This design comes from an exercise in tuning for small area, a short achievable clock period and few clock cycles on the open sky130 flow, not from production work.
RTL that was checked went through simulation tests only; none was proved equivalent to the original.
For runs 1 and 2, only the layout was checked, not whether the RTL still works.
Power and IR drop assume default switching activity.

## config.mk

```make
export PLATFORM = sky130hd
export DESIGN_NAME = spf
export DESIGN_NICKNAME = spf
export VERILOG_FILES = /design/flow/design.v
export SDC_FILE = /design/flow/constraint.sdc
export NUM_CORES = 4
export LEC_CHECK = 0
export ABC_CLOCK_PERIOD_IN_PS = 5000
export CAP_MARGIN = 20
export CORE_MARGIN = 2
export CORE_UTILIZATION = 40
export SLEW_MARGIN = 20
```

## constraint.sdc

```tcl
create_clock -name core_clock -period 12.0 [get_ports {clk}]
set_input_delay 2.4000 -clock core_clock [delete_from_list [all_inputs] [get_ports {clk}]]
set_output_delay 2.4000 -clock core_clock [all_outputs]
set_load 0.01 [all_outputs]
```

## design.v

```verilog
module spf (
    input  wire        clk,
    input  wire        rst,
    input  wire        cmd_valid,
    output wire        cmd_ready,
    input  wire [31:0] cmd_data,
    output wire        rsp_valid,
    input  wire        rsp_ready,
    output wire [31:0] rsp_data
);
    localparam [7:0] STX      = 8'h02;
    localparam [7:0] ETX      = 8'h03;
    localparam [7:0] POS_TYPE = 8'h01;
    localparam integer LM = 2;             
    localparam integer M  = 1 << LM;       
    localparam integer LB = 7 - LM;        
    localparam integer B  = 1 << LB;       
    localparam [3:0] RC_OK  = 4'h0;
    localparam [3:0] RC_OOR = 4'h1;
    localparam [3:0] RC_ILL = 4'h2;
    localparam [3:0] RC_NFY = 4'h3;
    localparam [3:0] RC_FOK = 4'h4;
    localparam [3:0] RC_CSM = 4'h5;
    localparam [1:0] ST_IDLE = 2'd0;
    localparam [1:0] ST_RESP = 2'd1;
    localparam [1:0] ST_WAIT = 2'd2;
    localparam [1:0] WK_APP   = 2'd0;      
    localparam [1:0] WK_PEEK  = 2'd1;      
    localparam [1:0] WK_READF = 2'd2;      
    localparam [1:0] WK_SCAN  = 2'd3;      
    localparam [3:0] E_SRCH = 4'd0;        
    localparam [3:0] E_H1   = 4'd1;        
    localparam [3:0] E_H2   = 4'd2;        
    localparam [3:0] E_H3   = 4'd3;        
    localparam [3:0] E_PAY  = 4'd4;        
    localparam [3:0] E_CK   = 4'd5;        
    localparam [3:0] E_ETX  = 4'd6;        
    localparam [3:0] E_DONE = 4'd7;        
    localparam [3:0] E_XC1  = 4'd8;        
    localparam [3:0] E_XC2  = 4'd9;        
    function [LM-1:0] slot_of;
        input [6:0] x;
        slot_of = {x[LM-2:0], 1'b0} + x[6:LB];
    endfunction
    reg  [LM-1:0] phs;                      
    reg  [1:0]    st;
    reg  [1:0]    wk;
    reg  [31:0]   rsp_q;
    reg  [7:0]    q8;                       
    reg  [7:0]    rpv;                      
    reg  [7:0]    wpv;                      
    reg  [15:0]   resync_cnt;
    reg           retain;
    reg           fv;                       
    reg  [6:0]    fs;                       
    reg  [7:0]    h_st, h_ty, h_len;
    reg  [LM:0]   cp;                       
    reg           pv0, pv1;
    reg  [5:0]    pa0, pa1;                 
    reg  [7:0]    pd0, pd1;
    reg  [3:0]    eph;
    reg  [7:0]    e_base;                   
    reg  [7:0]    e_cur;                    
    reg  [7:0]    e_s;                      
    reg  [7:0]    e_nstx;                   
    reg           e_nv;
    reg  [7:0]    e_st, e_ty, e_len, e_sum;
    reg  [6:0]    e_rem;
    reg           e_ok;
    reg  [7:0]    e_r;                      
    reg  [8:0]    e_flim;                   
    reg  [6:0]    ridx;                     
    wire [7:0]    cnt = wpv - rpv;
    wire          wr0 = pv0 && (phs == slot_of({pa0, 1'b0}));
    wire          wr1 = pv1 && (phs == slot_of({pa1, 1'b1}));
    wire          copying = (cp != {(LM+1){1'b0}});
    wire [8*B-1:0] wtap;
    wire [8*B-1:0] ftap;
    genvar gb;
    generate
        for (gb = 0; gb < B; gb = gb + 1) begin : g_bank
            reg [8*M-1:0] wl;
            reg [8*M-1:0] fl;
            wire       wwe = (gb % 2 == 0) ? (wr0 && (pa0[LB-2:0] == gb / 2))
                                           : (wr1 && (pa1[LB-2:0] == gb / 2));
            wire [7:0] wdt = (gb % 2 == 0) ? pd0 : pd1;
            wire [7:0] wtop = wwe ? wdt : wl[7:0];
            always @(posedge clk) begin
                wl <= {wtop, wl[8*M-1:8]};
                fl <= {(copying ? wtop : fl[7:0]), fl[8*M-1:8]};
            end
            assign wtap[gb*8 +: 8] = wl[7:0];
            assign ftap[gb*8 +: 8] = fl[7:0];
        end
    endgenerate
    wire [3:0]  i_op  = cmd_data[31:28];
    wire        i_rsv = |cmd_data[27:16];
    wire [15:0] i_arg = cmd_data[15:0];
    wire app_ok    = (i_op == 4'h1) && !i_rsv && (i_arg[15:8] == 8'd0);
    wire scan_ok   = (i_op == 4'h2) && (cmd_data[27:0] == 28'd0);
    wire peek_ok   = (i_op == 4'h3) && !i_rsv;
    wire cons_ok   = (i_op == 4'h4) && !i_rsv;
    wire readf_ok  = (i_op == 4'h5) && !i_rsv;
    wire rdreg_ok  = (i_op == 4'h6) && !i_rsv && (i_arg < 16'd6);
    wire wrctrl_ok = (i_op == 4'h7) && !i_rsv && (i_arg[15:1] == 15'd0);
    wire fire    = cmd_valid && (st == ST_IDLE);
    wire waiting = (st == ST_WAIT);
    wire        peek_wait = waiting && (wk == WK_PEEK);
    wire [6:0]  w_idx = ridx;
    reg  [7:0]  w_byte;
    integer     k;
    always @(*) begin
        w_byte = 8'd0;
        for (k = 0; k < B; k = k + 1)
            w_byte = w_byte | (wtap[k*8 +: 8] & {8{w_idx[LB-1:0] == k}});
    end
    reg  [6:0]  rf_nxi;                                 
    reg  [6:0]  rf_nxa;                                 
    wire [6:0]  rf_in = fs + i_arg[6:0];                
    wire        rf_seq = (i_arg[6:0] == rf_nxi);
    wire [6:0]  f_idx = (st == ST_IDLE) ? rf_nxa : q8[6:0];
    reg  [7:0]  f_byte;
    always @(*) begin
        f_byte = 8'd0;
        for (k = 0; k < B; k = k + 1)
            f_byte = f_byte | (ftap[k*8 +: 8] & {8{f_idx[LB-1:0] == k}});
    end
    wire        f_here = !copying && (phs == slot_of(f_idx));
    wire        b0_hit  = pv0 && (pa0 == w_idx[6:1]);
    wire        b1_hit  = pv1 && (pa1 == w_idx[6:1]);
    wire        w_byp   = w_idx[0] ? b1_hit : b0_hit;
    wire [7:0]  w_bypd  = w_idx[0] ? pd1 : pd0;
    wire        e_byp   = w_byp;
    wire [7:0]  e_byte  = e_byp ? w_bypd : w_byte;
    wire        e_ready = (eph == E_DONE) || (e_cur == wpv);
    wire        e_avail = !peek_wait && (eph != E_DONE) && !eph[3] && (e_cur != wpv) &&
                          (e_byp || (phs == slot_of(ridx)));
    wire        e_isstx = (e_byte == STX);
    wire        e_fitbad = e_flim[8] || (e_byte > e_flim[7:0]);
    wire        e_tv    = e_nv || e_isstx;
    wire [7:0]  e_tgt   = e_nv ? e_nstx : e_cur;
    wire [31:0] scan_rsp = (eph != E_DONE) ? {RC_NFY, 28'd0} :
                           e_ok ? {RC_FOK, 3'b000, 1'b1, e_st, e_ty, e_len} :
                                  {RC_CSM, 28'd0};
    wire pfree   = wpv[0] ? (!pv1 || wr1) : (!pv0 || wr0);
    wire do_app  = pfree && ((fire && app_ok) || (waiting && wk == WK_APP));
    wire [7:0] app_byte = waiting ? q8 : cmd_data[7:0];
    wire evict   = do_app && cnt[7];
    reg  drop_pend;
    wire do_scan = e_ready && ((fire && scan_ok) || (waiting && wk == WK_SCAN));
    wire cons_in = fire && cons_ok && (i_arg <= {8'd0, cnt});
    wire restart = drop_pend;
    wire [7:0] rp_new = rpv + q8;
    wire [8:0]  flen6 = {1'b0, h_len} + 9'd6;
    reg  [3:0]  eph_n;
    reg  [7:0]  e_base_n, e_cur_n, e_s_n, e_nstx_n, e_r_n;
    reg         e_nv_n;
    reg  [8:0]  e_flim_n;
    reg  [6:0]  ridx_n;
    wire [7:0]  e_cur1  = e_cur + 8'd1;
    wire [7:0]  e_s1    = e_s + 8'd1;
    wire [7:0]  e_tgt1  = e_tgt + 8'd1;
    wire        e_resync = (eph == E_H3 && e_fitbad) || (eph == E_ETX && e_byte != ETX);
    wire        peek_start = fire && peek_ok && (i_arg < {8'd0, cnt});
    wire        peek_done  = peek_wait && (w_byp || phs == slot_of(ridx));
    wire [6:0]  peek_addr  = rpv[6:0] + i_arg[6:0];
    wire [6:0]  x_addr     = e_s[6:0] + e_len[6:0] + 7'd5;
    wire [7:0]  x_have     = wpv - e_s;
    wire        x_present  = {1'b0, x_have} > {1'b0, e_len} + 9'd5;
    wire        x_avail    = !peek_wait && (w_byp || phs == slot_of(ridx));
    wire [3:0]  x_next     = (e_len == 8'd0) ? E_CK : E_PAY;
    always @(*) begin
        eph_n    = eph;
        e_base_n = e_base;
        e_cur_n  = e_cur;
        e_s_n    = e_s;
        e_nv_n   = e_nv;
        e_nstx_n = e_nstx;
        e_r_n    = e_r;
        e_flim_n = e_flim;
        if (e_avail) begin
            e_cur_n = e_cur1;
            if (eph == E_SRCH) begin
                if (e_isstx) begin
                    e_s_n    = e_cur;
                    e_nv_n   = 1'b0;
                    eph_n    = E_H1;
                    e_flim_n = 9'd122 - {1'b0, e_cur - e_base};
                end
            end else begin
                if (!e_nv && e_isstx) begin
                    e_nv_n   = 1'b1;
                    e_nstx_n = e_cur;
                end
                case (eph)
                    E_H1:    eph_n = E_H2;
                    E_H2:    eph_n = E_H3;
                    E_H3:    eph_n = E_XC1;
                    E_PAY:   if (e_rem == 7'd1) eph_n = E_CK;
                    E_CK:    eph_n = E_ETX;
                    default: eph_n = E_DONE;
                endcase
                if (e_resync) begin
                    e_base_n = e_s1;
                    e_r_n    = e_r + 8'd1;
                    e_nv_n   = 1'b0;
                    if (e_tv) begin
                        e_s_n    = e_tgt;
                        e_cur_n  = e_tgt1;
                        eph_n    = E_H1;
                        e_flim_n = 9'd122 - {1'b0, e_tgt - e_s1};
                    end else begin
                        eph_n    = E_SRCH;
                    end
                end
            end
        end
        else if (eph == E_XC1 && !peek_wait) begin
            eph_n = x_present ? E_XC2 : x_next;
        end else if (eph == E_XC2 && x_avail) begin
            if (e_byte == ETX) begin
                eph_n = x_next;
            end else begin
                e_base_n = e_s1;
                e_r_n    = e_r + 8'd1;
                e_nv_n   = 1'b0;
                if (e_nv) begin
                    e_s_n    = e_nstx;
                    e_cur_n  = e_nstx + 8'd1;
                    eph_n    = E_H1;
                    e_flim_n = 9'd122 - {1'b0, e_nstx - e_s1};
                end else begin
                    eph_n    = E_SRCH;
                end
            end
        end
        if (restart) begin
            eph_n    = E_SRCH;
            e_base_n = rp_new;
            e_cur_n  = rp_new;
            e_r_n    = 8'd0;
        end
        if (do_scan) begin
            e_r_n = 8'd0;
            if (eph == E_DONE) begin
                e_base_n = e_cur;
                eph_n    = E_SRCH;
            end else if (eph == E_SRCH) begin
                e_base_n = (retain && (wpv != e_base)) ? wpv - 8'd1 : wpv;
            end
        end
        if (peek_start)
            ridx_n = peek_addr;
        else if (peek_wait && !peek_done)
            ridx_n = ridx;
        else if (eph_n == E_XC2)
            ridx_n = x_addr;
        else
            ridx_n = e_cur_n[6:0];
    end
    reg  rst_q;
    always @(posedge clk)
        rst_q <= rst;
    reg  rdy_ok, rsp_ok;
    assign cmd_ready = rdy_ok && !rst;
    assign rsp_valid = rsp_ok && !rst;
    assign rsp_data  = rsp_q;
    always @(posedge clk) begin
        if (rst_q) begin
            phs        <= {LM{1'b0}};
            st         <= ST_IDLE;
            rdy_ok     <= !rst;
            rsp_ok     <= 1'b0;
            rpv        <= 8'd0;
            wpv        <= 8'd0;
            resync_cnt <= 16'd0;
            retain     <= 1'b0;
            fv         <= 1'b0;
            cp         <= {(LM+1){1'b0}};
            pv0        <= 1'b0;
            drop_pend  <= 1'b0;
            pv1        <= 1'b0;
            eph        <= E_SRCH;
            e_base     <= 8'd0;
            e_cur      <= 8'd0;
            e_r        <= 8'd0;
            ridx       <= 7'd0;
        end else begin
            phs <= phs + 1'b1;
            if (copying)
                cp <= cp - 1'b1;
            if (do_app)
                wpv <= wpv + 8'd1;
            if (do_app && !wpv[0]) begin
                pv0 <= 1'b1;
                pa0 <= wpv[6:1];
                pd0 <= app_byte;
            end else if (wr0) begin
                pv0 <= 1'b0;
            end
            if (do_app && wpv[0]) begin
                pv1 <= 1'b1;
                pa1 <= wpv[6:1];
                pd1 <= app_byte;
            end else if (wr1) begin
                pv1 <= 1'b0;
            end
            eph    <= eph_n;
            e_base <= e_base_n;
            e_cur  <= e_cur_n;
            e_s    <= e_s_n;
            e_nv   <= e_nv_n;
            e_nstx <= e_nstx_n;
            e_r    <= e_r_n;
            e_flim <= e_flim_n;
            ridx   <= ridx_n;
            if (e_avail) begin
                case (eph)
                    E_H1: begin
                        e_st  <= e_byte;
                        e_sum <= e_byte;
                    end
                    E_H2: begin
                        e_ty  <= e_byte;
                        e_sum <= e_sum + e_byte;
                    end
                    E_H3: begin
                        e_len <= e_byte;
                        e_sum <= e_sum + e_byte;
                        e_rem <= e_byte[6:0];
                    end
                    E_PAY: begin
                        e_sum <= e_sum + e_byte;
                        e_rem <= e_rem - 7'd1;
                    end
                    E_CK: e_ok <= (e_sum == e_byte);
                    default: ;
                endcase
            end
            if (restart)
                rpv <= rp_new;
            drop_pend <= evict || cons_in;
            if (evict)
                q8 <= 8'd1;
            else if (cons_in)
                q8 <= i_arg[7:0];
            if (do_scan) begin
                resync_cnt <= resync_cnt + {8'd0, e_r};
                fv         <= (eph == E_DONE) && e_ok;
                if (eph == E_DONE) begin
                    rpv <= e_cur;
                    if (e_ok) begin
                        h_st  <= e_st;
                        h_ty  <= e_ty;
                        h_len <= e_len;
                        fs    <= e_s[6:0];
                        rf_nxi <= 7'd4;
                        rf_nxa <= e_s[6:0] + 7'd4;
                        cp    <= M[LM:0];
                    end
                end else if (eph == E_SRCH) begin
                    rpv <= (retain && (wpv != e_base)) ? wpv - 8'd1 : wpv;
                end else begin
                    rpv <= e_base;
                end
            end
            case (st)
                ST_IDLE: begin
                    if (fire) begin
                        begin st <= ST_RESP; rdy_ok <= 1'b0; rsp_ok <= 1'b1; end
                        rsp_q <= {RC_ILL, 28'd0};
                        case (i_op)
                            4'h1: if (app_ok) begin
                                rsp_q <= {RC_OK, 28'd0};
                                if (!pfree) begin
                                    begin st <= ST_WAIT; rdy_ok <= 1'b0; rsp_ok <= 1'b0; end
                                    wk <= WK_APP;
                                    q8 <= cmd_data[7:0];
                                end
                            end
                            4'h2: if (scan_ok) begin
                                rsp_q <= scan_rsp;
                                if (!e_ready) begin
                                    begin st <= ST_WAIT; rdy_ok <= 1'b0; rsp_ok <= 1'b0; end
                                    wk <= WK_SCAN;
                                end
                            end
                            4'h3: if (peek_ok) begin
                                if (i_arg >= {8'd0, cnt}) begin
                                    rsp_q <= {RC_OOR, 28'd0};
                                end else begin
                                    begin st <= ST_WAIT; rdy_ok <= 1'b0; rsp_ok <= 1'b0; end
                                    wk <= WK_PEEK;
                                    q8 <= {1'b0, rpv[6:0] + i_arg[6:0]};
                                end
                            end
                            4'h4: if (cons_ok) begin
                                if (i_arg > {8'd0, cnt})
                                    rsp_q <= {RC_OOR, 28'd0};
                                else
                                    rsp_q <= {RC_OK, 28'd0};
                            end
                            4'h5: if (readf_ok) begin
                                rf_nxi <= i_arg[6:0] + 7'd1;
                                rf_nxa <= rf_in + 7'd1;
                                if (!fv || i_arg >= {7'd0, flen6}) begin
                                    rsp_q <= {RC_OOR, 28'd0};
                                end else if (i_arg[6:2] == 5'd0) begin
                                    case (i_arg[1:0])
                                        2'd0: rsp_q <= {RC_OK, 20'd0, STX};
                                        2'd1: rsp_q <= {RC_OK, 20'd0, h_st};
                                        2'd2: rsp_q <= {RC_OK, 20'd0, h_ty};
                                        default: rsp_q <= {RC_OK, 20'd0, h_len};
                                    endcase
                                end else if (rf_seq && f_here) begin
                                    rsp_q <= {RC_OK, 20'd0, f_byte};
                                end else begin
                                    begin st <= ST_WAIT; rdy_ok <= 1'b0; rsp_ok <= 1'b0; end
                                    wk <= WK_READF;
                                    q8 <= {1'b0, rf_in};
                                end
                            end
                            4'h6: if (rdreg_ok) begin
                                case (i_arg[2:0])
                                    3'd0: rsp_q <= {RC_OK, 20'd0, cnt};
                                    3'd1: rsp_q <= {RC_OK, 28'd128};
                                    3'd2: rsp_q <= {RC_OK, 12'd0, resync_cnt};
                                    3'd3: rsp_q <= {RC_OK, 27'd0, retain};
                                    3'd4: rsp_q <= fv ? {RC_OK, 3'b000, 1'b1, h_st, h_ty, h_len}
                                                      : {RC_OK, 28'd0};
                                    default: rsp_q <= {RC_OK, 4'd4, POS_TYPE, ETX, STX};
                                endcase
                            end
                            4'h7: if (wrctrl_ok) begin
                                retain <= i_arg[0];
                                rsp_q  <= {RC_OK, 28'd0};
                            end
                            default: ;
                        endcase
                    end
                end
                ST_WAIT: begin
                    case (wk)
                        WK_APP: if (pfree) begin st <= ST_RESP; rdy_ok <= 1'b0; rsp_ok <= 1'b1; end
                        WK_SCAN: if (e_ready) begin
                            rsp_q <= scan_rsp;
                            begin st <= ST_RESP; rdy_ok <= 1'b0; rsp_ok <= 1'b1; end
                        end
                        WK_PEEK: begin
                            if (w_byp) begin
                                rsp_q <= {RC_OK, 20'd0, w_bypd};
                                begin st <= ST_RESP; rdy_ok <= 1'b0; rsp_ok <= 1'b1; end
                            end else if (phs == slot_of(q8[6:0])) begin
                                rsp_q <= {RC_OK, 20'd0, w_byte};
                                begin st <= ST_RESP; rdy_ok <= 1'b0; rsp_ok <= 1'b1; end
                            end
                        end
                        default: if (f_here) begin    
                            rsp_q <= {RC_OK, 20'd0, f_byte};
                            begin st <= ST_RESP; rdy_ok <= 1'b0; rsp_ok <= 1'b1; end
                        end
                    endcase
                end
                default: begin    
                    if (rsp_ready)
                        begin st <= ST_IDLE; rdy_ok <= 1'b1; rsp_ok <= 1'b0; end
                end
            endcase
            if (rst) begin
                rdy_ok <= 1'b0;
                rsp_ok <= 1'b0;
            end
        end
    end
endmodule
```

## flow/run.sh

```bash
#!/bin/bash
set -euo pipefail
export CTS_ARGS="-sink_clustering_enable -repair_clock_nets -dont_use_dummy_load -sink_clustering_size 20 -sink_clustering_max_diameter 80"
bash standard.sh SETUP_SLACK_MARGIN=7.0 finish > standard.log 2>&1
```

## standard.sh

```bash
#!/bin/bash
# synth_recipe.tcl (not shown) runs the flow's synth.tcl, then flattens the netlist and writes it again
# the make line also repeats each setting of config.mk as NAME=value (left out here)
make -C /OpenROAD-flow-scripts/flow DESIGN_CONFIG=/design/flow/config.mk WORK_HOME=/design/flow/orfs CLKGATE_MAP_FILE= SYNTH_SCRIPT=/design/flow/synth_recipe.tcl "${@:-finish}"
```

==> results of run 1 <==
area by class of cell:
type / instances / area, sq um / share of cell area
timing repair buffer: 287 / 2840 / 0.0359
tap: 2325 / 2910 / 0.0368
clock buffer: 144 / 3600 / 0.0456
multi-input combinational: 2628 / 21200 / 0.268
antenna: 4 / 10.0 / 0.000127
inverter: 127 / 484 / 0.00612
sequential: 2308 / 48000 / 0.607
stage by stage:
| stage | utilization | cells | setup slack, ps |
|---|---|---|---|
| after floorplan | - | 5270 | 6800 |
| after global placement | 0.426 | 7592 | 5420 |
| after detailed placement | 0.426 | 7593 | 5600 |
| after CTS | 0.450 | 7766 | 6820 |
| after global routing | 0.455 | 7819 | 6860 |
| final | 0.455 | 7823 | 6870 |
layout by cell type, fill, tap and decap left out, drive strengths merged, types with 32 or more instances in the layout:
| cell | n |
|---|---|
| a21oi | 152 |
| a221oi | 44 |
| a22o | 47 |
| a22oi | 105 |
| and3 | 35 |
| buf | 215 |
| clkbuf | 149 |
| clkdlybuf4s50 | 59 |
| dfxtp | 2129 |
| edfxtp | 179 |
| ha | 136 |
| inv | 124 |
| mux2 | 533 |
| mux2i | 61 |
| nand2 | 186 |
| nand3 | 188 |
| nand4 | 53 |
| nor2 | 201 |
| nor2b | 32 |
| nor3 | 91 |
| o21ai | 142 |
| xnor2 | 135 |
| xor2 | 65 |
registers in the layout (all words and copies together) (netlist names), 8 cells and up:
signal and cells:
h_len 8, e_sum 8, h_ty 8, e_cur 8, g_bank.wl 1024, e_s 8, e_flim 9, e_st 8
resync_cnt 16, pd0 8, wpv 8, e_len 8, q8 8, e_base 8, e_nstx 8, e_r 8
h_st 8, g_bank.fl 1024, rpv 8, e_ty 8, pd1 8, rsp_q 29
path summary, 6_finish.rpt:
path	startpoint	endpoint	slack, ps
worst max-delay path	rst	cmd_ready	6870
worst min-delay path	g_bank[4].fl[22]	g_bank[4].fl[14]	260
worst max register to register	st[0]	rsp_q[1]	6910
worst min register to register	g_bank[4].fl[22]	g_bank[4].fl[14]	260
timing repair:
item | 4_1_cts | 5_1_grt
pin swaps | 11 | 18
endpoints found under the setup margin | 183 | 146
resized for setup | 82 | 79
cloned | 6 | 5
buffers inserted | 23 | 48
Yosys cell counts, drive strengths merged (26+ instances only):
| cell type | count |
|---|---|
| dfxtp | 2129 |
| mux2 | 533 |
| nor2 | 200 |
| nand3 | 188 |
| nand2 | 186 |
| edfxtp | 179 |
| clkbuf | 153 |
| a21oi | 152 |
| o21ai | 142 |
| ha | 136 |
| xnor2 | 135 |
| inv | 127 |
| a22oi | 105 |
| nor3 | 91 |
| xor2 | 65 |
| mux2i | 61 |
| buf | 56 |
| nand4 | 53 |
| a22o | 47 |
| a221oi | 44 |
| and3 | 35 |
| nor2b | 32 |
| a21o | 30 |
| nand2b | 27 |
| nor4 | 26 |
layer usage:
metal,share of wire,up-vias,wire (microns),track usage
met4,0.054,4,12300,0.119
met2,0.43,1879,96500,0.370
li1,-,18900,-,-
met1,0.44,20900,99200,0.343
met3,0.082,468,18600,0.0505
met5,0.000097,-,22,0
kinds of logic after synthesis:
group	count (synthesis)	share of synthesized area
xor gates and xnor gates	200	0.0251
DFF	2308	0.688
other	1	0.0000538
and+or+nand+nor	947	0.0691
buffers and inverters	336	0.0205
adders and majority gates	147	0.0276
muxes	594	0.0950
AOI/OAI and AO/OA	735	0.0747
power groups by stage:
| stage | Sequential [uW] | Clock [uW] | Combinational [uW] |
|---|---|---|---|
| after floorplan | 8040 | 0 | 1110 |
| after global placement | 8090 | 0 | 1610 |
| after detailed placement | 8090 | 0 | 1610 |
| after CTS | 7910 | 4590 | 1690 |
| after global routing | 7920 | 4870 | 1870 |
| final | 7910 | 4510 | 1790 |
worst max-delay path, stage by stage:
cell and delay, ps:
sky130_fd_sc_hd__buf_8 110, sky130_fd_sc_hd__nor2b_4 110, sky130_fd_sc_hd__buf_6 110
==> results.sh, run 1 <==
export IMPL_pwr_share_seq=0.557
export IMPL_synth_seq_area_share=0.688
export IMPL_synth_largest_area_cell="sky130_fd_sc_hd__dfxtp_1"
export IMPL_first_global_vias=40000
export IMPL_worst_slew_pin_slew_ps=1280
export IMPL_netlist_cell_type_count=107
export IMPL_core_region_area_sq_um=174000
export IMPL_grt_first_pass_wirelength_microns=312000
export IMPL_die_h_microns=422
export IMPL_power_net_switching_uw=3600
export IMPL_avgSynthCellArea_sq_um=13.2
export IMPL_detail_route_antenna_nets=0
export IMPL_htree_num_levels=4
export IMPL_yosysTopAreaCellShare=0.611
export IMPL_clock_transition_at_path_regs_ps=70
export IMPL_initial_core_utilization=0.402
export IMPL_firstDrtPassIters=10
export IMPL_share_of_total_power_in_the_clock_network=0.318
export IMPL_cts_buffers=144
export IMPL_flow_area_growth_from_synthesis_pct=13.4
export IMPL_tns_ps=0
export IMPL_top_level_ports=70
export IMPL_synth_warning_count=1
export IMPL_gr_usage_total=0.248
export IMPL_power_static_leakage_uw=0.0308
export IMPL_maxSlewHeadroom=0.148
export IMPL_internal_power_uw=10600
export IMPL_fraction_of_power_spent_switching_nets=0.253
export IMPL_timing_critical_path_fanout_max=3
export IMPL_post_synthesis_register_bit_count=2308
export IMPL_report_power_total_uw=14200
export IMPL_critical_setup_path_class="primary input to output pin"
export IMPL_drt_wl_total_microns=227000
export IMPL_remaining_drc_errors=0
export IMPL_synth_async_reset_ratio=0
export IMPL_fp_row_count=153
export IMPL_clock_sinks=2308
export IMPL_holdWs_ps=255
export IMPL_crit_arrival_ps=2730
export IMPL_dieArea_sq_um=178000
export IMPL_gr_total_overflow=0
export IMPL_cap_viol_max_count=0
export IMPL_synthesis_instances=5268
export IMPL_finalSetupViolCount=0
export IMPL_final_layout_size_suffix_gt1_frac=0.199
export IMPL_vias=42100
export IMPL_timing_fmax_ghz=0.195
export IMPL_max_clock_path_buffers=3
export IMPL_routedWlPerCell_microns=29.0
export IMPL_design_area_sq_um=79100
export IMPL_grt_antenna_before_repair=20
export IMPL_timing_critical_path_from_type="primary input"
export IMPL_finish_net_count=5679
export IMPL_syn_area_sq_um=69800
export IMPL_cp_end_kind="output pin"
export IMPL_gp_congestion=1.01
export IMPL_final_max_slew_viol_count=0
export IMPL_worst_r2r_path_depth=12
export IMPL_layout_min_cycle_time_ps=5130
export IMPL_grt_start_max_net_pins=118
export IMPL_total_of_buffers_placed_on_input_and_output_ports=66
export IMPL_timing_final_crit_share=0.428
export IMPL_finalHoldViolations=0
export IMPL_synth_top_cells_by_area="sky130_fd_sc_hd__dfxtp_1, sky130_fd_sc_hd__mux2_2, sky130_fd_sc_hd__edfxtp_1, sky130_fd_sc_hd__ha_1, sky130_fd_sc_hd__xnor2_1"
export IMPL_hold_path_cell_count=0
export IMPL_first_iter_violations=4916
export IMPL_hpwl_microns=159000
export IMPL_die_width_microns=422
export IMPL_share_comb_of_total_power=0.126
export IMPL_clock_root_buffer="sky130_fd_sc_hd__clkbuf_16"
export IMPL_placedInstanceArea_sq_um=74000
export IMPL_setup_clock_skew_after_layout_ps=93.5
export IMPL_pwr_density_cell_nw_per_um2=180
export IMPL_nFillCells=15500
export IMPL_rsz_0062_raised_after_global_routing="yes"
export IMPL_critical_path_required_ps=9600
export IMPL_tritoncts="done"
export IMPL_synth_edf_count=179
export IMPL_ir_drop_uv=248
export IMPL_routed_via_density=5.38
export IMPL_min_path_type="register to register"
export IMPL_hold_buffer_count_at_cts=0
export IMPL_outcome="finished clean"
export IMPL_clkLatencyLatePin_ps=820
export IMPL_dominantRegCellSynth="sky130_fd_sc_hd__dfxtp_1"
==> inputs of run 2 (changes only) <==
--- a/design.v
+++ b/design.v
@@ -24,7 +24,6 @@
     localparam [1:0] ST_IDLE = 2'd0;
     localparam [1:0] ST_RESP = 2'd1;
     localparam [1:0] ST_WAIT = 2'd2;
-    localparam [1:0] WK_APP   = 2'd0;      
     localparam [1:0] WK_PEEK  = 2'd1;      
     localparam [1:0] WK_READF = 2'd2;      
     localparam [1:0] WK_SCAN  = 2'd3;      
@@ -142,9 +141,8 @@
     wire [31:0] scan_rsp = (eph != E_DONE) ? {RC_NFY, 28'd0} :
                            e_ok ? {RC_FOK, 3'b000, 1'b1, e_st, e_ty, e_len} :
                                   {RC_CSM, 28'd0};
-    wire pfree   = wpv[0] ? (!pv1 || wr1) : (!pv0 || wr0);
-    wire do_app  = pfree && ((fire && app_ok) || (waiting && wk == WK_APP));
-    wire [7:0] app_byte = waiting ? q8 : cmd_data[7:0];
+    wire do_app  = fire && app_ok;
+    wire [7:0] app_byte = cmd_data[7:0];
     wire evict   = do_app && cnt[7];
     reg  drop_pend;
     wire do_scan = e_ready && ((fire && scan_ok) || (waiting && wk == WK_SCAN));
@@ -372,11 +370,6 @@
                         case (i_op)
                             4'h1: if (app_ok) begin
                                 rsp_q <= {RC_OK, 28'd0};
-                                if (!pfree) begin
-                                    begin st <= ST_WAIT; rdy_ok <= 1'b0; rsp_ok <= 1'b0; end
-                                    wk <= WK_APP;
-                                    q8 <= cmd_data[7:0];
-                                end
                             end
                             4'h2: if (scan_ok) begin
                                 rsp_q <= scan_rsp;
@@ -441,7 +434,6 @@
                 end
                 ST_WAIT: begin
                     case (wk)
-                        WK_APP: if (pfree) begin st <= ST_RESP; rdy_ok <= 1'b0; rsp_ok <= 1'b1; end
                         WK_SCAN: if (e_ready) begin
                             rsp_q <= scan_rsp;
                             begin st <= ST_RESP; rdy_ok <= 1'b0; rsp_ok <= 1'b1; end
==> flow/run.sh (replaced) <==
#!/bin/bash
set -euo pipefail
export CTS_ARGS="-sink_clustering_enable -repair_clock_nets -dont_use_dummy_load -sink_clustering_size 25 -sink_clustering_max_diameter 90"
bash standard.sh SETUP_SLACK_MARGIN=7.0 finish > standard.log 2>&1
--- a/config.mk
+++ b/config.mk
@@ -8,5 +8,5 @@
 export ABC_CLOCK_PERIOD_IN_PS = 5000
 export CAP_MARGIN = 20
 export CORE_MARGIN = 2
-export CORE_UTILIZATION = 40
+export CORE_UTILIZATION = 55
 export SLEW_MARGIN = 20
==> results.sh, run 2 <==
export IMPL_synth_top_cells_by_area="sky130_fd_sc_hd__dfxtp_1, sky130_fd_sc_hd__mux2_2, sky130_fd_sc_hd__edfxtp_1, sky130_fd_sc_hd__ha_1, sky130_fd_sc_hd__xnor2_1"
export IMPL_cp_startpoint="rst"
export IMPL_worst_r2r_path_depth=20
export IMPL_crit_arrival_ps=2720
export IMPL_outcome="finished clean"
export IMPL_report_power_total_uw=12400
export IMPL_critical_setup_path_class="primary input to output pin"
export IMPL_yosysTopAreaCellShare=0.615
export IMPL_layout_min_cycle_time_ps=5120
export IMPL_worst_r2r_setup_slack_ps=7060
export IMPL_timing_fmax_ghz=0.195
export IMPL_fp_row_count=130
export IMPL_placedInstanceArea_sq_um=72400
export IMPL_design_area_sq_um=76500
export IMPL_detail_route_antenna_nets=0
export IMPL_gp_congestion=0.999
export IMPL_first_iter_violations=4522
export IMPL_initial_core_utilization=0.553
export IMPL_finalHoldViolations=0
export IMPL_hpwl_microns=155000
export IMPL_routed_via_density=5.83
export IMPL_post_synthesis_register_bit_count=2308
export IMPL_gr_usage_total=0.337
export IMPL_dieArea_sq_um=129000
export IMPL_regToRegEndpoint="e_base[4]"
export IMPL_hold_buffer_count_at_cts=0
export IMPL_final_layout_size_suffix_gt1_frac=0.192
export IMPL_total_of_buffers_placed_on_input_and_output_ports=66
export IMPL_vias=41000
export IMPL_firstDrtPassIters=7
export IMPL_power_net_switching_uw=2770
export IMPL_clkLatencyLatePin_ps=760
export IMPL_routedWlPerCell_microns=31.4
export IMPL_r2r_start="ridx[3]"
export IMPL_pwr_share_seq=0.627
export IMPL_most_used_standard_cell_by_instance_count_after_synthesis="sky130_fd_sc_hd__dfxtp_1"
export IMPL_ir_drop_uv=244
export IMPL_first_global_vias=39300
export IMPL_cp_end_kind="output pin"
export IMPL_internal_power_uw=9630
export IMPL_rsz_0062_raised_after_global_routing="yes"
export IMPL_nFillCells=9889
export IMPL_max_clock_path_buffers=3
export IMPL_avgSynthCellArea_sq_um=13.4
export IMPL_pwr_density_cell_nw_per_um2=162
export IMPL_finish_net_count=5562
export IMPL_synth_edf_count=179
export IMPL_synth_warning_count=1
export IMPL_tritoncts="done"
export IMPL_flow_area_growth_from_synthesis_pct=10.5
export IMPL_placed_cells_incl_taps=6835
export IMPL_cts_buffers=106
export IMPL_grt_start_max_net_pins=140
export IMPL_setup_clock_skew_after_layout_ps=75.2
export IMPL_cap_viol_max_count=0
export IMPL_clock_transition_at_path_regs_ps=100
export IMPL_die_h_microns=359
export IMPL_grt_antenna_before_repair=12
export IMPL_gr_total_overflow=0
export IMPL_finalNonFillerCells=7030
export IMPL_synthesis_instances=5176
export IMPL_finalSetupViolCount=0
export IMPL_grt_first_pass_wirelength_microns=305000
export IMPL_multiInputGateArea_sq_um=20600
export IMPL_core_region_area_sq_um=125000
export IMPL_drt_wl_total_microns=221000
export IMPL_maxSlewHeadroom=0.173
export IMPL_remaining_drc_errors=0
export IMPL_final_max_slew_viol_count=0
export IMPL_hold_path_cell_count=0
export IMPL_synth_top_cells_by_count="sky130_fd_sc_hd__dfxtp_1, sky130_fd_sc_hd__mux2_2, sky130_fd_sc_hd__nor2_1"
export IMPL_clock_sinks=2308
export IMPL_worstHoldStart="g_bank[16].wl[23]"
export IMPL_netlist_cell_type_count=105
export IMPL_clock_root_buffer="sky130_fd_sc_hd__clkbuf_16"
export IMPL_timing_critical_path_from_type="primary input"
export IMPL_syn_area_sq_um=69300
export IMPL_synth_async_reset_ratio=0
export IMPL_power_static_leakage_uw=0.0302
export IMPL_synth_largest_area_cell="sky130_fd_sc_hd__dfxtp_1"
export IMPL_hold_path_endpoint="g_bank[16].wl[15]"
export IMPL_dominantRegCellSynth="sky130_fd_sc_hd__dfxtp_1"
export IMPL_layout_top_registers="g_bank.fl: 1024 flops, g_bank.wl: 1024 flops, rsp_q: 29 flops"
export IMPL_critical_path_required_ps=9600
export IMPL_min_path_type="register to register"
export IMPL_die_width_microns=359
export IMPL_tns_ps=0
export IMPL_worst_slew_pin_slew_ps=1240
export IMPL_commonest_non_fill_non_tap_cells_in_the_layout="sky130_fd_sc_hd__dfxtp_1, sky130_fd_sc_hd__mux2_2, sky130_fd_sc_hd__nor2_1"
export IMPL_htree_num_levels=3
export IMPL_share_comb_of_total_power=0.064
export IMPL_top_level_ports=70
export IMPL_timing_final_crit_share=0.427
export IMPL_timing_critical_path_fanout_max=3
export IMPL_synth_seq_area_share=0.693
export IMPL_fraction_of_power_spent_switching_nets=0.223
export IMPL_share_of_total_power_in_the_clock_network=0.309
export IMPL_ff_latch_area_sq_um=48000
export IMPL_holdWs_ps=292
export IMPL_layout_cells_most_common="sky130_fd_sc_hd__dfxtp_1"
==> run 2: cell count changes after synthesis, sizes merged, moves of 8 or more <==
cell	previous run	this run
nand2	186	178
nor2	200	239
xor2	65	78
nor3	91	55
clkbuf	153	142
nand3	188	120
o21ai	142	116
inv	127	117
xnor2	135	125
or4	14	6
==> run 2: power by group through the flow <==
stage | combinational (uW) | clock (uW) | sequential [uW]
after detailed placement | 783 | 0 | 7950
after CTS | 786 | 3890 | 7770
after global routing | 823 | 4160 | 7780
final | 793 | 3830 | 7770
after global placement | 783 | 0 | 7950
after floorplan | 523 | 0 | 7950
==> run 2: worst max-delay path, stage by stage <==
cell and delay [ps]:
sky130_fd_sc_hd__buf_8 110, sky130_fd_sc_hd__nor2b_4 110, sky130_fd_sc_hd__buf_6 100
==> run 2: repair_timing <==
action / in CTS / in global routing
cloned: 6 / 2
setup buffers: 44 / 34
endpoints found under the setup margin: 179 / 103
pin swaps: 10 / 14
resized for setup: 85 / 71
==> run 2: logic make-up (layout without fill, tap and decap cells) <==
| logic type | count (synthesis) | count (layout) | synth area share |
|---|---|---|---|
| mux | 601 | 601 | 0.0969 |
| compound gates | 720 | 720 | 0.0733 |
| simple gates | 879 | 881 | 0.0641 |
| xor+xnor | 203 | 203 | 0.0257 |
| flops | 2308 | 2308 | 0.693 |
| other cells | 1 | 6 | 0.0000541 |
| buf+inv | 317 | 514 | 0.0192 |
| fa+ha+maj | 147 | 147 | 0.0277 |
==> run 2: per-layer routing <==
layer / share of wire / track usage / vias up
li1: - / - / 18400
met1: 0.41 / 0.440 / 20100
met2: 0.44 / 0.522 / 1844
met3: 0.078 / 0.0667 / 584
met4: 0.072 / 0.196 / 4
met5: 0.00013 / 0 / -
==> run 2: metrics by stage <==
stage / utilization / setup slack [ps]
after floorplan: - / 7010
after global placement: 0.578 / 5420
after detailed placement: 0.578 / 5370
after CTS: 0.606 / 6840
after global routing: 0.611 / 6860
final: 0.611 / 6880
==> run 2: how the worst max path moves through the flow <==
stage / depth (start not counted) / end / slack [ps]
final: 3 / rsp_valid / 6880
after CTS: 3 / cmd_ready / 6840
after global routing: 3 / rsp_valid / 6860
after detailed placement: 22 / e_base[2] / 5370
after global placement: 22 / e_base[2] / 5420
after floorplan: 14 / q8[2] / 7010
==> run 2: cell type report <==
cell class / count / area share
sequential: 2308 / 0.628
tap: 1650 / 0.0270
timing repair buffer: 289 / 0.0353
multi-input combinational: 2555 / 0.269
antenna: 3 / 0.0000981
clock buffer: 106 / 0.0347
inverter: 119 / 0.00615
==> inputs of run 3 (changes only) <==
--- a/design.v
+++ b/design.v
@@ -11,10 +11,12 @@
     localparam [7:0] STX      = 8'h02;
     localparam [7:0] ETX      = 8'h03;
     localparam [7:0] POS_TYPE = 8'h01;
-    localparam integer LM = 2;             
+    localparam integer LM = 3;             
     localparam integer M  = 1 << LM;       
     localparam integer LB = 7 - LM;        
     localparam integer B  = 1 << LB;       
+    localparam integer LE = LM - 1;        
+    localparam integer NE = 1 << LE;       
     localparam [3:0] RC_OK  = 4'h0;
     localparam [3:0] RC_OOR = 4'h1;
     localparam [3:0] RC_ILL = 4'h2;
@@ -54,9 +56,9 @@
     reg  [6:0]    fs;                       
     reg  [7:0]    h_st, h_ty, h_len;
     reg  [LM:0]   cp;                       
-    reg           pv0, pv1;
-    reg  [5:0]    pa0, pa1;                 
-    reg  [7:0]    pd0, pd1;
+    reg  [NE-1:0] pv;
+    reg  [6-LE:0] pa [0:NE-1];              
+    reg  [7:0]    pd [0:NE-1];
     reg  [3:0]    eph;
     reg  [7:0]    e_base;                   
     reg  [7:0]    e_cur;                    
@@ -70,8 +72,14 @@
     reg  [8:0]    e_flim;                   
     reg  [6:0]    ridx;                     
     wire [7:0]    cnt = wpv - rpv;
-    wire          wr0 = pv0 && (phs == slot_of({pa0, 1'b0}));
-    wire          wr1 = pv1 && (phs == slot_of({pa1, 1'b1}));
+    wire [NE-1:0] wr;
+    genvar ge;
+    generate
+        for (ge = 0; ge < NE; ge = ge + 1) begin : g_ent
+            wire [6:0] ex = {pa[ge], ge[LE-1:0]};
+            assign wr[ge] = pv[ge] && (phs == slot_of(ex));
+        end
+    endgenerate
     wire          copying = (cp != {(LM+1){1'b0}});
     wire [8*B-1:0] wtap;
     wire [8*B-1:0] ftap;
@@ -80,9 +88,8 @@
         for (gb = 0; gb < B; gb = gb + 1) begin : g_bank
             reg [8*M-1:0] wl;
             reg [8*M-1:0] fl;
-            wire       wwe = (gb % 2 == 0) ? (wr0 && (pa0[LB-2:0] == gb / 2))
-                                           : (wr1 && (pa1[LB-2:0] == gb / 2));
-            wire [7:0] wdt = (gb % 2 == 0) ? pd0 : pd1;
+            wire       wwe = wr[gb % NE] && (pa[gb % NE][LB-LE-1:0] == gb / NE);
+            wire [7:0] wdt = pd[gb % NE];
             wire [7:0] wtop = wwe ? wdt : wl[7:0];
             always @(posedge clk) begin
                 wl <= {wtop, wl[8*M-1:8]};
@@ -125,10 +132,8 @@
             f_byte = f_byte | (ftap[k*8 +: 8] & {8{f_idx[LB-1:0] == k}});
     end
     wire        f_here = !copying && (phs == slot_of(f_idx));
-    wire        b0_hit  = pv0 && (pa0 == w_idx[6:1]);
-    wire        b1_hit  = pv1 && (pa1 == w_idx[6:1]);
-    wire        w_byp   = w_idx[0] ? b1_hit : b0_hit;
-    wire [7:0]  w_bypd  = w_idx[0] ? pd1 : pd0;
+    wire        w_byp   = pv[w_idx[LE-1:0]] && (pa[w_idx[LE-1:0]] == w_idx[6:LE]);
+    wire [7:0]  w_bypd  = pd[w_idx[LE-1:0]];
     wire        e_byp   = w_byp;
     wire [7:0]  e_byte  = e_byp ? w_bypd : w_byte;
     wire        e_ready = (eph == E_DONE) || (e_cur == wpv);
@@ -275,9 +280,8 @@
             retain     <= 1'b0;
             fv         <= 1'b0;
             cp         <= {(LM+1){1'b0}};
-            pv0        <= 1'b0;
+            pv         <= {NE{1'b0}};
             drop_pend  <= 1'b0;
-            pv1        <= 1'b0;
             eph        <= E_SRCH;
             e_base     <= 8'd0;
             e_cur      <= 8'd0;
@@ -289,19 +293,14 @@
                 cp <= cp - 1'b1;
             if (do_app)
                 wpv <= wpv + 8'd1;
-            if (do_app && !wpv[0]) begin
-                pv0 <= 1'b1;
-                pa0 <= wpv[6:1];
-                pd0 <= app_byte;
-            end else if (wr0) begin
-                pv0 <= 1'b0;
-            end
-            if (do_app && wpv[0]) begin
-                pv1 <= 1'b1;
-                pa1 <= wpv[6:1];
-                pd1 <= app_byte;
-            end else if (wr1) begin
-                pv1 <= 1'b0;
+            for (k = 0; k < NE; k = k + 1) begin
+                if (do_app && wpv[LE-1:0] == k) begin
+                    pv[k] <= 1'b1;
+                    pa[k] <= wpv[6:LE];
+                    pd[k] <= app_byte;
+                end else if (wr[k]) begin
+                    pv[k] <= 1'b0;
+                end
             end
             eph    <= eph_n;
             e_base <= e_base_n;
--- a/config.mk
+++ b/config.mk
@@ -8,5 +8,5 @@
 export ABC_CLOCK_PERIOD_IN_PS = 5000
 export CAP_MARGIN = 20
 export CORE_MARGIN = 2
-export CORE_UTILIZATION = 55
+export CORE_UTILIZATION = 65
 export SLEW_MARGIN = 20
==> results.sh, run 3 <==
export IMPL_top_level_ports=70
export IMPL_critical_path_required_ps=9600
export IMPL_drt_wl_total_microns=159000
export IMPL_critical_path_cell_count=3
export IMPL_synthesized_area_fraction_occupied_by_ao_oa_aoi_and_oai_cells=0.0624
export IMPL_first_global_vias=34700
export IMPL_netlist_cell_type_count=90
export IMPL_crit_arrival_ps=2720
export IMPL_gr_usage_met2=0.477
export IMPL_critical_setup_path_class="primary input to output pin"
export IMPL_avgSynthCellArea_sq_um=13.3
export IMPL_vias=36100
export IMPL_htree_num_levels=3
export IMPL_max_clock_path_buffers=3
export IMPL_finalSetupViolCount=0
export IMPL_cp_startpoint="rst"
export IMPL_clock_sinks=2336
export IMPL_synth_top_family_by_area="simple AND/OR/NAND/NOR gates"
export IMPL_gp_congestion=0.970
export IMPL_pwr_density_cell_nw_per_um2=214
export IMPL_min_path_type="register to register"
export IMPL_critical_path_buf_inv_count=2
export IMPL_r2r_start="ridx[0]"
export IMPL_tritoncts="done"
export IMPL_finish_net_count=5258
export IMPL_grt_antenna_before_repair=6
export IMPL_fp_row_count=116
export IMPL_finalHoldViolations=0
export IMPL_die_h_microns=321
export IMPL_first_iter_violations=3605
export IMPL_detail_route_antenna_nets=0
export IMPL_core_region_area_sq_um=100000
export IMPL_yosysTopAreaCellShare=0.652
export IMPL_gr_usage_total=0.305
export IMPL_total_of_buffers_placed_on_input_and_output_ports=66
export IMPL_layout_top_registers="g_bank.fl: 1024 flops, g_bank.wl: 1024 flops, pd: 32 flops"
export IMPL_syn_area_sq_um=65500
export IMPL_dieArea_sq_um=103000
export IMPL_timing_critical_path_from_type="primary input"
export IMPL_hpwl_microns=111000
export IMPL_routedWlPerCell_microns=25.0
export IMPL_grt_start_max_net_pins=132
export IMPL_yosys_mux_area_fraction=0.0395
export IMPL_timing_fmax_ghz=0.195
export IMPL_critical_path_cell_chain="buf_8 > nor2b_1 > buf_2"
export IMPL_post_synth_and_or_nand_nor_area_fraction=0.0765
export IMPL_synth_edf_count=203
export IMPL_final_max_slew_viol_count=0
export IMPL_initial_core_utilization=0.655
export IMPL_tns_ps=0
export IMPL_worstHoldStart="g_bank[10].fl[44]"
export IMPL_ir_drop_uv=254
export IMPL_power_static_leakage_uw=0.0285
export IMPL_dominantRegCellSynth="sky130_fd_sc_hd__dfxtp_1"
export IMPL_report_power_total_uw=15300
export IMPL_critical_path_top_delay_family="buffers and inverters"
export IMPL_maxSlewHeadroom=0.193
export IMPL_outcome="finished clean"
export IMPL_synth_seq_area_share=0.745
export IMPL_timing_critical_path_fanout_max=3
export IMPL_routed_via_density=5.67
export IMPL_clkLatencyLatePin_ps=740
export IMPL_timing_final_crit_share=0.426
export IMPL_synth_largest_area_cell="sky130_fd_sc_hd__dfxtp_1"
export IMPL_setup_clock_skew_after_layout_ps=107
export IMPL_worst_r2r_path_depth=22
export IMPL_worst_slew_pin_slew_ps=1210
export IMPL_die_width_microns=321
export IMPL_synthesis_instances=4917
export IMPL_grt_util_met1=0.423
export IMPL_cp_end_kind="output pin"
export IMPL_layout_cells_most_common="sky130_fd_sc_hd__dfxtp_1"
export IMPL_final_layout_size_suffix_gt1_frac=0.106
export IMPL_most_used_standard_cell_by_instance_count_after_synthesis="sky130_fd_sc_hd__dfxtp_1"
export IMPL_rsz_0062_raised_after_global_routing="yes"
export IMPL_cap_viol_max_count=0
export IMPL_post_synthesis_register_bit_count=2336
export IMPL_remaining_drc_errors=0
export IMPL_global_route_peak_usage_layer="met2"
export IMPL_worst_r2r_setup_slack_ps=7040
export IMPL_synth_top_cells_by_area="sky130_fd_sc_hd__dfxtp_1, sky130_fd_sc_hd__edfxtp_1, sky130_fd_sc_hd__nor2_1, sky130_fd_sc_hd__ha_1, sky130_fd_sc_hd__mux2_2"
export IMPL_critical_path_slowest_cell="sky130_fd_sc_hd__buf_2"
export IMPL_cts_buffers=107
export IMPL_insertedDiodeCount=0
export IMPL_place_worst_setup_slack_ps=5320
export IMPL_synth_adder_area_share=0.0301
export IMPL_regToRegEndpoint="ridx[6]"
export IMPL_synth_async_reset_ratio=0
export IMPL_commonest_non_fill_non_tap_cells_in_the_layout="sky130_fd_sc_hd__dfxtp_1, sky130_fd_sc_hd__nor2_1, sky130_fd_sc_hd__edfxtp_1"
export IMPL_timing_final_ws_setup_ps=6880
export IMPL_grt_first_pass_wirelength_microns=228000
export IMPL_synth_warning_count=3
export IMPL_clock_transition_at_path_regs_ps=90
export IMPL_synth_top_cells_by_count="sky130_fd_sc_hd__dfxtp_1, sky130_fd_sc_hd__nor2_1, sky130_fd_sc_hd__edfxtp_1"
export IMPL_clock_root_buffer="sky130_fd_sc_hd__clkbuf_16"
export IMPL_layout_min_cycle_time_ps=5120
export IMPL_flow_area_growth_from_synthesis_pct=9.26
export IMPL_firstDrtPassIters=8
export IMPL_max_stage_delay_ps=130
export IMPL_synth_xor_xnor_area_share=0.0284
export IMPL_groute_layer_met3_usage=0.0528
export IMPL_cp_endpoint="rsp_valid"
export IMPL_gr_total_overflow=0
==> run 3: cell types whose count changed in the layout (fill, tap and decap cells not counted), moves of 10 or more <==
cell,delta
sky130_fd_sc_hd__nor2_4,-11
sky130_fd_sc_hd__o21ai_0,+11
sky130_fd_sc_hd__edfxtp_1,+24
sky130_fd_sc_hd__nand4_1,-21
sky130_fd_sc_hd__mux4_2,+16
sky130_fd_sc_hd__a22oi_1,-51
sky130_fd_sc_hd__a221oi_1,-10
sky130_fd_sc_hd__a22o_1,-13
sky130_fd_sc_hd__mux2_2,-382
sky130_fd_sc_hd__nor2_1,+358
sky130_fd_sc_hd__nand3_1,-42
sky130_fd_sc_hd__buf_4,-91
sky130_fd_sc_hd__mux2i_1,-20
==> run 3: layout make-up <==
class	count	area (sq um)
flip-flops and latches	2336	48800
clock buffers	107	2680
well taps	1298	1620
multi-input cells	2311	16100
inverters	122	487
fillers	6617	28500
repair buffers	193	1840
==> run 3: worst min-delay path by stage <==
stage,to,slack [ps],cells past startpoint
3_3_place_gp,g_bank[8].fl[35],310,0
3_5_place_dp,g_bank[0].fl[1],310,0
5_1_grt,g_bank[14].fl[45],270,0
2_1_floorplan,g_bank[0].fl[0],310,0
4_1_cts,g_bank[14].fl[45],270,0
6_report,g_bank[10].fl[36],270,0
==> run 3: worst register-to-register path, stage by stage (launching register included) <==
cell and delay [ps]:
sky130_fd_sc_hd__dfxtp_4 370, sky130_fd_sc_hd__buf_12 120, sky130_fd_sc_hd__buf_4 170, sky130_fd_sc_hd__buf_4 170
sky130_fd_sc_hd__mux4_2 560, sky130_fd_sc_hd__nand2_1 100, sky130_fd_sc_hd__o21ai_1 110, sky130_fd_sc_hd__nor4_4 410
sky130_fd_sc_hd__o21bai_4 260, sky130_fd_sc_hd__inv_4 100, sky130_fd_sc_hd__ha_1 310, sky130_fd_sc_hd__and3_4 200
sky130_fd_sc_hd__nand4_1 100, sky130_fd_sc_hd__o21ai_2 90, sky130_fd_sc_hd__a31oi_4 350, sky130_fd_sc_hd__nor2_2 90
sky130_fd_sc_hd__a31o_2 260, sky130_fd_sc_hd__nor2_4 150, sky130_fd_sc_hd__buf_6 130, sky130_fd_sc_hd__buf_12 100
sky130_fd_sc_hd__o2111ai_4 210, sky130_fd_sc_hd__o41ai_2 430, sky130_fd_sc_hd__a21oi_2 40
==> run 3: through the flow <==
step	hold slack, ps	utilization	instance area, sq um	std cells
2_1_floorplan	310	-	65500	4919
3_3_place_gp	310	0.677	67700	6194
3_5_place_dp	312	0.677	67700	6194
4_1_cts	270	0.710	71000	6336
5_1_grt	266	0.715	71500	6367
6_report	266	0.715	71500	6367
==> run 3: repair_timing <==
item / CTS / global route
hold buffers: 0 / 0
setup endpoints to repair: 162 / 147
buffers inserted: 29 / 28
resized for setup: 86 / 70
gates cloned: 6 / 3
pin swaps: 12 / 27
==> run 3: cell families after synthesis <==
kind of cell / Yosys count
flip-flops: 2336
AND/OR/NAND/NOR: 1113
AO/OA/AOI/OAI: 614
buffers and inverters: 275
multiplexers: 215
XOR/XNOR: 212
adder cells (fa/ha/maj): 151
other: 1
==> run 3: metal layers <==
metal	wire length (microns)	vias up
met5	13	-
li1	-	16800
met2	71200	1413
met1	69400	17500
met3	10700	358
met4	7630	2
==> run 3: power breakdown <==
| part | internal, uW | total, uW | switching [uW] |
|---|---|---|---|
| clock | 1590 | 3800 | 2210 |
| sequential | 9370 | 9850 | 477 |
| combinational | 515 | 1640 | 1120 |
Testbench counts of run 3, summed over its fixed seeds: cycles 291,160.
==> inputs of run 4 (changes only) <==
--- a/config.mk
+++ b/config.mk
@@ -8,5 +8,5 @@
 export ABC_CLOCK_PERIOD_IN_PS = 5000
 export CAP_MARGIN = 20
 export CORE_MARGIN = 2
-export CORE_UTILIZATION = 65
+export CORE_UTILIZATION = 55
 export SLEW_MARGIN = 20
==> results.sh, run 4 <==
export IMPL_layout_cells_most_common="sky130_fd_sc_hd__dfxtp_1"
export IMPL_layout_top_registers="g_bank.fl: 1024 flops, g_bank.wl: 1024 flops, pd: 32 flops"
export IMPL_commonest_non_fill_non_tap_cells_in_the_layout="sky130_fd_sc_hd__dfxtp_1, sky130_fd_sc_hd__nor2_1, sky130_fd_sc_hd__edfxtp_1"
export IMPL_detail_route_antenna_nets=0
export IMPL_layout_min_cycle_time_ps=5140
export IMPL_grt_first_pass_wirelength_microns=226000
export IMPL_clock_root_buffer="sky130_fd_sc_hd__clkbuf_16"
export IMPL_worst_r2r_setup_slack_ps=7140
export IMPL_grt_antenna_before_repair=5
export IMPL_firstDrtPassIters=6
export IMPL_synth_edf_count=203
export IMPL_core_region_area_sq_um=118000
export IMPL_fin_util=0.607
export IMPL_max_stage_delay_ps=140
export IMPL_fp_row_count=126
export IMPL_placed_cells_incl_taps=6436
export IMPL_pwr_density_cell_nw_per_um2=211
export IMPL_min_path_type="register to register"
export IMPL_max_clock_path_buffers=3
export IMPL_clkLatencyLatePin_ps=740
export IMPL_first_global_vias=33400
export IMPL_dominantRegCellSynth="sky130_fd_sc_hd__dfxtp_1"
export IMPL_finalSetupViolCount=0
export IMPL_ir_drop_uv=173
export IMPL_die_h_microns=349
export IMPL_hpwl_microns=112000
export IMPL_timing_critical_path_from_type="primary input"
export IMPL_dieArea_sq_um=122000
export IMPL_synth_seq_area_share=0.745
export IMPL_cp_startpoint="rst"
export IMPL_outcome="finished clean"
export IMPL_regToRegEndpoint="e_base[4]"
export IMPL_cap_viol_max_count=0
export IMPL_final_layout_size_suffix_gt1_frac=0.103
export IMPL_synth_largest_area_cell="sky130_fd_sc_hd__dfxtp_1"
export IMPL_global_route_peak_usage_layer="met2"
export IMPL_critical_path_required_ps=9600
export IMPL_top_level_ports=70
export IMPL_grt_util_met1=0.363
export IMPL_worst_slew_pin_slew_ps=1180
export IMPL_maxSlewHeadroom=0.213
export IMPL_total_of_buffers_placed_on_input_and_output_ports=66
export IMPL_finalHoldViolations=0
export IMPL_holdWs_ps=299
export IMPL_critical_path_cell_chain="buf_8 > nor2b_1 > buf_2"
export IMPL_critical_setup_path_class="primary input to output pin"
export IMPL_tns_ps=0
export IMPL_groute_layer_met3_usage=0.0299
export IMPL_grt_start_max_net_pins=74
export IMPL_cp_endpoint="cmd_ready"
export IMPL_synth_warning_count=3
export IMPL_finalNonFillerCells=6595
export IMPL_r2r_start="ridx[0]"
export IMPL_nFillCells=9380
export IMPL_synth_top_cells_by_count="sky130_fd_sc_hd__dfxtp_1, sky130_fd_sc_hd__nor2_1, sky130_fd_sc_hd__edfxtp_1"
export IMPL_drt_wl_total_microns=157000
export IMPL_vias=35200
export IMPL_tritoncts="done"
export IMPL_synth_async_reset_ratio=0
export IMPL_routed_via_density=5.34
export IMPL_remaining_drc_errors=0
export IMPL_gr_usage_total=0.255
export IMPL_clock_sinks=2336
export IMPL_die_width_microns=349
export IMPL_hold_buffer_count_at_cts=0
export IMPL_first_iter_violations=3035
export IMPL_timing_fmax_ghz=0.195
export IMPL_htree_num_levels=3
export IMPL_gp_congestion=0.923
export IMPL_setup_clock_skew_after_layout_ps=109
export IMPL_rsz_0062_raised_after_global_routing="yes"
export IMPL_cts_buffers=106
export IMPL_netlist_cell_type_count=90
export IMPL_gr_usage_met2=0.404
export IMPL_clock_transition_at_path_regs_ps=90
export IMPL_critical_path_slowest_cell="sky130_fd_sc_hd__buf_2"
export IMPL_synth_top_cells_by_area="sky130_fd_sc_hd__dfxtp_1, sky130_fd_sc_hd__edfxtp_1, sky130_fd_sc_hd__nor2_1, sky130_fd_sc_hd__ha_1, sky130_fd_sc_hd__mux2_2"
export IMPL_flow_area_growth_from_synthesis_pct=9.44
export IMPL_initial_core_utilization=0.554
export IMPL_most_used_standard_cell_by_instance_count_after_synthesis="sky130_fd_sc_hd__dfxtp_1"
export IMPL_final_max_slew_viol_count=0
export IMPL_timing_critical_path_fanout_max=3
export IMPL_yosysTopAreaCellShare=0.652
export IMPL_cp_end_kind="output pin"
export IMPL_timing_final_crit_share=0.428
export IMPL_gr_total_overflow=0
export IMPL_post_synthesis_register_bit_count=2336
export IMPL_power_static_leakage_uw=0.0284
export IMPL_synthesis_instances=4917
export IMPL_finish_net_count=5246
export IMPL_crit_arrival_ps=2740
export IMPL_worst_r2r_path_depth=21
export IMPL_routedWlPerCell_microns=23.8
export IMPL_syn_area_sq_um=65500
export IMPL_avgSynthCellArea_sq_um=13.3
## run 4: area by class of cell
type	instances	area [sq um]	share of cell area
Antenna cell	2	5.00	0.0000699
Clock buffer	106	2650	0.0370
Inverter	122	479	0.00669
Multi-Input combinational cell	2311	16000	0.224
Sequential cell	2336	48800	0.681
Tap cell	1536	1920	0.0268
Timing Repair Buffer	182	1740	0.0243
## run 4: power breakdown
group          internal [uW]  switching (uW)  leakage (uW)
clock network           1570            2190       0.00131
registers               9370             409        0.0193
logic                    504            1080       0.00779
## run 4: timing repair
item / in CTS / in global routing
setup endpoints to repair: 171 / 151
cloned: 5 / 3
buffers inserted: 16 / 27
pin swaps: 11 / 21
gates resized for setup: 90 / 45
## run 4: how the worst min path moves through the flow
stage                 startpoint                 to  slack, ps  cells past startpoint
2_1_floorplan    g_bank[0].fl[8]    g_bank[0].fl[0]        310                      0
3_5_place_dp   g_bank[13].wl[21]  g_bank[13].wl[13]        310                      0
5_1_grt         g_bank[1].fl[15]    g_bank[1].fl[7]        290                      0
6_report        g_bank[4].wl[47]   g_bank[4].wl[39]        300                      0
4_1_cts         g_bank[1].fl[15]    g_bank[1].fl[7]        290                      0
3_3_place_gp   g_bank[15].fl[33]  g_bank[15].fl[25]        310                      0
## run 4: metal layers
layer,wire [microns],vias to the layer above
met1,71900,17000
li1,-,16800
met2,70700,1082
met4,6120,2
met3,8440,270
met5,13,-
## run 4: cells by family after synthesis
| group | count (synthesis) | synth area share |
|---|---|---|
| other | 1 | 0.0000573 |
| xor gates and xnor gates | 212 | 0.0284 |
| muxes | 215 | 0.0395 |
| and+or+nand+nor | 1113 | 0.0765 |
| adders and majority gates | 151 | 0.0301 |
| buffers and inverters | 275 | 0.0177 |
| DFF | 2336 | 0.745 |
| AOI/OAI and AO/OA | 614 | 0.0624 |
## run 4: critical path, delay by kind of cell
kind,cells,cell delay [ps]
buffers and inverters,2,240
AND/OR/NAND/NOR,1,100
## run 4: metrics by stage
stage | power [uW] | area [sq um] | setup slack, ps
CTS | 15300 | 71200 | 6860
floorplan | 10800 | 65500 | 7010
detailed placement | 11500 | 68000 | 5260
finish | 15100 | 71600 | 6860
global route | 15800 | 71600 | 6830
global placement | 11500 | 68000 | 5260

## what the ideal ports hide
In the flow no input, the clock included, has a driving cell. The finished layouts below were timed again as built, in two steps.
Step 1 assumes that a clkbuf_16 drives the clock port and a buf_2 every other input.
Step 2 moves the port delays by t, midway between the first and last clock arrival at a register: inputs arrive t later, outputs are due t later. That takes back most of the time a late clock gives input paths.
a / b / c = no drivers / after step 1 / after step 2; a / b = the first two.
| run | t, ns | setup slack, ns | worst setup path after step 2 | latest minus earliest clock arrival (ns) | slew at the worst register clock pin (ns) |
|---|---|---|---|---|---|
| run 1 | 0.863 | 6.868 / 6.831 / 6.238 | input to register | 0.100 / 0.100 | 0.09 / 0.09 |
| run 2 | 0.791 | 6.877 / 6.837 / 6.337 | input to register | 0.075 / 0.075 | 0.10 / 0.10 |
| run 3 | 0.763 | 6.882 / 6.837 / 6.347 | input to register | 0.115 / 0.115 | 0.11 / 0.11 |
| run 4 | 0.758 | 6.864 / 6.824 / 6.372 | input to register | 0.111 / 0.110 | 0.10 / 0.10 |
After both steps every run listed still meets setup and hold. The setup slack of run 1, which loses most, moves by -0.037 ns with the drivers and by -0.630 ns with both steps.
